Source: an optimization exercise on an open RTL-to-GDS flow (aim: small area, a short achievable clock period and few clock cycles). Production flows keep margins and buffers that such runs may drop.
Where RTL was checked, it was by simulation tests only, not by an equivalence proof against the original.

==> build 90 <==
==> flow/design.v (excerpt) <==
module rc4_core (
    input  wire        clk,
    input  wire        rst,         
    input  wire        cmd_valid,
    output wire        cmd_ready,
    input  wire [15:0] cmd,
    output reg         rsp_valid,
    output reg  [15:0] rsp
);
Settings: LEC_CHECK=0, CAP_MARGIN=20, CORE_MARGIN=2, CORE_UTILIZATION=50, CTS_CLUSTER_DIAMETER=100, CTS_CLUSTER_SIZE=30, GPL_ROUTABILITY_DRIVEN=1, PLACE_DENSITY=0.6, SLEW_MARGIN=20; clock period 15.0 ns.
run.sh (not shown) runs the stock make flow with config.mk's settings and CLKGATE_MAP_FILE= SYNTH_SCRIPT=/design/flow/synth_recipe.tcl, a recipe that flattens the netlist after the stock synthesis.
==> trial 52: changes against build 90 <==
--- a/flow/design.v
+++ b/flow/design.v
@@ -14,11 +14,11 @@
     localparam [1:0] RC_OK          = 2'd0,
                      RC_INVALID_KEY = 2'd1,
                      RC_PHASE       = 2'd2,
                      RC_ILLEGAL     = 2'd3;
     reg [14:0] slot0, slot1;
-    reg        v0, v1, wp, rp, rdy;
+    reg        v0, v1, rdy;
     wire       consume;
     assign cmd_ready = rdy;
     wire [6:0] cmd_kind;
     assign cmd_kind[0] = (cmd == 16'h0000);
     assign cmd_kind[1] = (cmd == 16'h1000);
@@ -26,30 +26,37 @@
     assign cmd_kind[3] = (cmd == 16'h3000);
     assign cmd_kind[4] = (cmd[15:8] == 8'h40);
     assign cmd_kind[5] = (cmd == 16'h5000);
     assign cmd_kind[6] = (cmd == 16'h6000);
     wire        accept = cmd_valid & rdy & ~rst;
-    wire        hv     = rp ? v1 : v0;
-    wire [14:0] hc     = rp ? slot1 : slot0;
-    wire v0_n = (v0 & ~(consume & ~rp)) | (accept & ~wp);
-    wire v1_n = (v1 & ~(consume &  rp)) | (accept &  wp);
+    wire        hv     = v0;        
+    wire [14:0] hc     = slot0;
+    wire [14:0] cin    = {cmd[7:0], cmd_kind};
+    reg v0_n, v1_n;
+    always @(*) begin
+        if (consume) begin
+            v0_n = v1 | accept;
+            v1_n = v1 & accept;
+        end else begin
+            v0_n = v0 | accept;
+            v1_n = v1 | (v0 & accept);
+        end
+    end
     always @(posedge clk) begin
-        if (!v0) slot0 <= {cmd[7:0], cmd_kind};
-        if (!v1) slot1 <= {cmd[7:0], cmd_kind};
+        if (consume | ~v0)
+            slot0 <= (consume & v1) ? slot1 : cin;
+        if (consume | ~v1)
+            slot1 <= cin;
     end
     always @(posedge clk) begin
         if (rst) begin
             v0  <= 1'b0;
             v1  <= 1'b0;
-            wp  <= 1'b0;
-            rp  <= 1'b0;
             rdy <= 1'b1;
         end else begin
             v0  <= v0_n;
             v1  <= v1_n;
-            wp  <= wp ^ accept;
-            rp  <= rp ^ consume;
             rdy <= ~(v0_n & v1_n);
         end
     end
     reg [1:0] ph;
     reg [8:0] klen;       
@@ -59,30 +66,50 @@
     reg [7:0] kt;         
     reg [7:0] o;          
     reg [7:0] d;          
     reg [7:0] jn;         
     reg         b_valid;
-    reg [255:0] qh;       
+    reg [15:0]  qhi;      
+    reg [15:0]  qlo;      
     reg [7:0]   vi_b;     
-    reg [255:0] kh;       
-    reg       r1_v, r2_v;
-    reg [1:0] r1_rc, r2_rc;
-    reg       r1_d, r2_d;
-    reg [7:0] r1_lo, r2_lo;
+    reg         b_data;   
+    reg [7:0]   q_b;      
+    reg [7:0]   ko_b;     
+    reg         c_data;
+    reg [7:0]   vj_c;     
+    reg [7:0]   ko_c;
+    reg [15:0]  khi;      
+    reg [15:0]  klo;
+    reg [7:0]   ka_d;     
+    reg         u_valid;
+    reg [7:0]   u_vi, u_vj;    
+    reg [7:0]   u_q;           
+    reg       r1_v, r2_v, r3_v;
+    reg [1:0] r1_rc, r2_rc, r3_rc;
+    reg       r1_d, r2_d, r3_d;
+    reg [7:0] r1_lo, r2_lo, r3_lo;
     wire [2047:0] s_all;      
     wire [1023:0] k_all;      
     wire [7:0] s0 = s_all[7:0];
-    reg [7:0] vj, ks;
-    integer n;
+    reg [7:0] vj, ks_raw, tq, tk;
+    integer n, m;
     always @(*) begin
         vj = 8'd0;
-        ks = 8'd0;
-        for (n = 0; n < 256; n = n + 1) begin
-            vj = vj | ({8{qh[n]}} & s_all[8*n +: 8]);
-            ks = ks | ({8{kh[n]}} & s_all[8*n +: 8]);
-        end
-    end
+        ks_raw = 8'd0;
+        for (n = 0; n < 16; n = n + 1) begin
+            tq = 8'd0;
+            tk = 8'd0;
+            for (m = 0; m < 16; m = m + 1) begin
+                tq = tq | ({8{qlo[m]}} & s_all[8*(16*n + m) +: 8]);
+                tk = tk | ({8{klo[m]}} & s_all[8*(16*n + m) +: 8]);
+            end
+            vj = vj | ({8{qhi[n]}} & tq);
+            ks_raw = ks_raw | ({8{khi[n]}} & tk);
+        end
+    end
+    wire [7:0] ks = (u_valid & khi[15] & klo[14]) ? u_vi :
+                    (u_valid & (ka_d == u_q))     ? u_vj : ks_raw;
     wire       is_nop   = hc[0];
     wire       is_open  = hc[1];
     wire       is_key   = hc[2];
     wire       is_ksa   = hc[3];
     wire       is_data  = hc[4];
@@ -99,29 +126,29 @@
     wire ksa_ok  = is_ksa  & ph_kl & (klen != 9'd0);
     wire data_ok = is_data & ph_stream;
     wire key_iter  = go & key_ok & ~klen[8] & aligned;
     wire ksa_iter  = ((go & ksa_ok & ~klen[8]) | busy) & aligned;
     wire data_iter = go & data_ok & aligned;
-    wire stall     = (key_ok & ~klen[8] & ~aligned) | (data_ok & ~aligned);
+    wire stall     = (key_ok & ~klen[8] & ~aligned) | (data_ok & ~aligned) |
+                     (is_open & ph_idle & c_data);    
     assign consume = go & ~stall;
     wire kiter  = key_iter | ksa_iter;
     wire iter   = kiter | data_iter;
     wire last   = kiter & (klen[7:0] == 8'hff);
-    wire init   = go & is_open & ph_idle;
+    wire init   = go & is_open & ph_idle & ~c_data;
     wire [7:0] kb   = busy ? kt : (ph_kl ? (hc[3] ? k0 : imm) : 8'd0);
-    wire [7:0] x    = qh[0] ? vi_b : s0;
-    wire [7:0] q_a  = jn + x + kb;
+    wire [7:0] x    = (qhi[0] & qlo[0]) ? vi_b : s0;
     wire [7:0] jn_a = (jn - 8'd1) + x + kb;
     wire [7:0] o_m1 = o - 8'd1;
     wire [7:0] w_one  = vi_b | {8{init}};     
     wire [7:0] w_zero = vi_b & ~{8{init}};    
     genvar g;
     generate
         for (g = 0; g < 256; g = g + 1) begin : g_s
             reg  [7:0] q;
             wire [7:0] nxt = s_all[8*((g + 1) % 256) +: 8];
-            wire       sel = init | qh[(g + 1) % 256];
+            wire       sel = init | (qhi[((g + 1) % 256) / 16] & qlo[(g + 1) % 16]);
             wire [7:0] w;
             genvar b;
             for (b = 0; b < 8; b = b + 1) begin : g_b
                 assign w[b] = ((g >> b) & 1) ? w_one[b] : w_zero[b];
             end
@@ -177,13 +204,21 @@
             lo_a = {6'd0, ph};
         end else begin
             rc_a = RC_ILLEGAL;
         end
     end
-    wire [7:0]   ka = vi_b + vj + o_m1;
-    wire [255:0] qh_n = {255'd0, iter} << q_a;
-    wire [255:0] kh_n = {255'd0, 1'b1} << ka;
+    wire [5:0]  q_lo = jn[3:0] + x[3:0] + kb[3:0];
+    wire [3:0]  q_hs = jn[7:4] + x[7:4] + kb[7:4];
+    wire [15:0] q_hd = {15'd0, iter} << q_hs;
+    wire [15:0] qhi_n = q_lo[5] ? {q_hd[13:0], q_hd[15:14]} :
+                        q_lo[4] ? {q_hd[14:0], q_hd[15]} : q_hd;
+    wire [15:0] qlo_n = 16'd1 << q_lo[3:0];
+    wire [4:0]  k_lo = ko_c[3:0] + vj_c[3:0];
+    wire [3:0]  k_hs = ko_c[7:4] + vj_c[7:4];
+    wire [15:0] k_hd = 16'd1 << k_hs;
+    wire [15:0] khi_n = k_lo[4] ? {k_hd[14:0], k_hd[15]} : k_hd;
+    wire [15:0] klo_n = 16'd1 << k_lo[3:0];
     always @(posedge clk) begin
         if (rst) begin
             ph      <= PH_IDLE;
             klen    <= 9'd0;
             ntap1   <= 7'd1;
@@ -191,13 +226,16 @@
             o       <= 8'd0;
             d       <= 8'd0;
             aligned <= 1'b1;
             jn      <= 8'd0;
             b_valid <= 1'b0;
-            qh      <= 256'd0;
+            qhi     <= 16'd0;
             r1_v    <= 1'b0;
             r2_v    <= 1'b0;
+            r3_v    <= 1'b0;
+            b_data  <= 1'b0;
+            c_data  <= 1'b0;
             rsp_valid <= 1'b0;
         end else begin
             if (consume) begin
                 if (is_open && ph_idle)
                     ph <= PH_KEYLOAD;
@@ -236,26 +274,43 @@
             else if (iter)
                 jn <= jn_a;
             else
                 jn <= jn - 8'd1;
             b_valid <= iter;
-            qh      <= qh_n;
+            b_data  <= data_iter;
+            c_data  <= b_data;
+            qhi     <= qhi_n;
             r1_v      <= consume;
             r2_v      <= r1_v;
-            rsp_valid <= r2_v;
+            r3_v      <= r2_v;
+            rsp_valid <= r3_v;
         end
     end
     always @(posedge clk) begin
         if (key_iter && klen == 9'd0)
             k0 <= imm;
         kt    <= kt_n;
         vi_b  <= x;
-        kh    <= kh_n;
+        ko_b  <= x + (o - 8'd3);
+        q_b   <= {q_hs + {2'b00, q_lo[5:4]}, q_lo[3:0]};
+        vj_c  <= vj;
+        ko_c  <= ko_b;
+        ka_d  <= {k_hs + {3'b000, k_lo[4]}, k_lo[3:0]};
+        u_valid <= b_valid;
+        u_vi  <= vi_b;
+        u_vj  <= vj;
+        u_q   <= q_b - 8'd1;
+        qlo   <= qlo_n;
+        khi   <= khi_n;
+        klo   <= klo_n;
         r1_rc <= rc_a;
         r1_d  <= data_ok;
         r1_lo <= lo_a;
         r2_rc <= r1_rc;
         r2_d  <= r1_d;
         r2_lo <= r1_lo;
-        rsp   <= {2'b00, r2_rc, 4'h0, r2_d ? (r2_lo ^ ks) : r2_lo};
+        r3_rc <= r2_rc;
+        r3_d  <= r2_d;
+        r3_lo <= r2_lo;
+        rsp   <= {2'b00, r3_rc, 4'h0, r3_d ? (r3_lo ^ ks) : r3_lo};
     end
 endmodule
==> flow/flow/run.sh (new file) <==
#!/bin/bash
# The standard layout (the standard.sh, standard synthesis unchanged),
# except that the input and output ports are buffered with buf_4 cells
# instead of the slow delay-buffer cell buffer_ports picks by default.
set -euo pipefail
bash standard.sh BUFFER_PORTS_ARGS="-buffer_cell sky130_fd_sc_hd__buf_4" finish > standard_flow.log 2>&1
==> flow/standard.sh (new file) <==
#!/bin/bash
# synth_recipe.tcl (not shown) runs the flow's synth.tcl, then flattens the netlist and writes it again
# the make line also repeats each setting of config.mk as NAME=value (left out here)
make -C /OpenROAD-flow-scripts/flow DESIGN_CONFIG=/design/flow/config.mk WORK_HOME=/design/flow/orfs CLKGATE_MAP_FILE= SYNTH_SCRIPT=/design/flow/synth_recipe.tcl "${@:-finish}"
CORE_UTILIZATION = 25   (was 50)
CTS_CLUSTER_SIZE = 20   (was 30)
PLACE_DENSITY = 0.35   (was 0.6)
removed: flow/run.sh
==> impl_results.md <==
* Largest net degree at the start of global routing at 156
* Synth Area in Compound Gates at 21.3%
* Cts bufs inserted at 202
* Most frequent cell after synthesis: nand2_1
* Gate count after technology mapping at 15808
* Sink Count at 3344
* Outcome: no timing/DRC/antenna violations
* Register bit total from synthesis at 3344
* Xor and xnor area share after synthesis at 0.534%
* Gpl congestion at 0.967
Source of the figures above: trial 52

==> impl_results.md <==
* Xor and xnor area share after synthesis at 0.487%
* Gate count after technology mapping at 13899
* Post-synthesis cell type count at 72
* Placed insts at 17227
* Register bit total from synthesis at 3723
* Gpl congestion at 1.58
* Stop stage: global routing
* Cts bufs inserted at 164
* Clock buffer depth at 4
* Post-synth EDFFs at 38
* CTS resizes at 0
* Largest net degree at the start of global routing at 242
* First error: [ERROR GRT-0116] Global routing finished with congestion. Check the congestion regions in the DRC Viewer.
* Synth Area in Compound Gates at 15.4%
* Outcome: did not finish
* Sink Count at 3723
Source of the figures above: build 90

Testbench counts of trial 52, summed over its fixed seeds: cycles 18,587.
For build 90, only the layout was checked, not whether the RTL still works.

[what the ideal ports hide]
In the flow no input, the clock included, has a driving cell. The finished layout below was timed again as built, in two steps.
Step 1 assumes that a clkbuf_16 drives the clock port and a buf_2 every other input.
Step 2 moves the port delays by t, midway between the first and last clock arrival at a register: inputs arrive t later, outputs are due t later. That takes back most of the time a late clock gives input paths.
Three values: ideal ports, drivers, drivers and shift; two values: the first two.
run: trial 52
shift t [ns]: 1.129
slack for setup (ns): 9.808 / 9.687 / 10.106
pins driven straight from the clock port: 1
After both steps setup and hold are still met in trial 52. The setup slack of trial 52 moves by -0.121 ns with the drivers and by +0.298 ns with both steps.
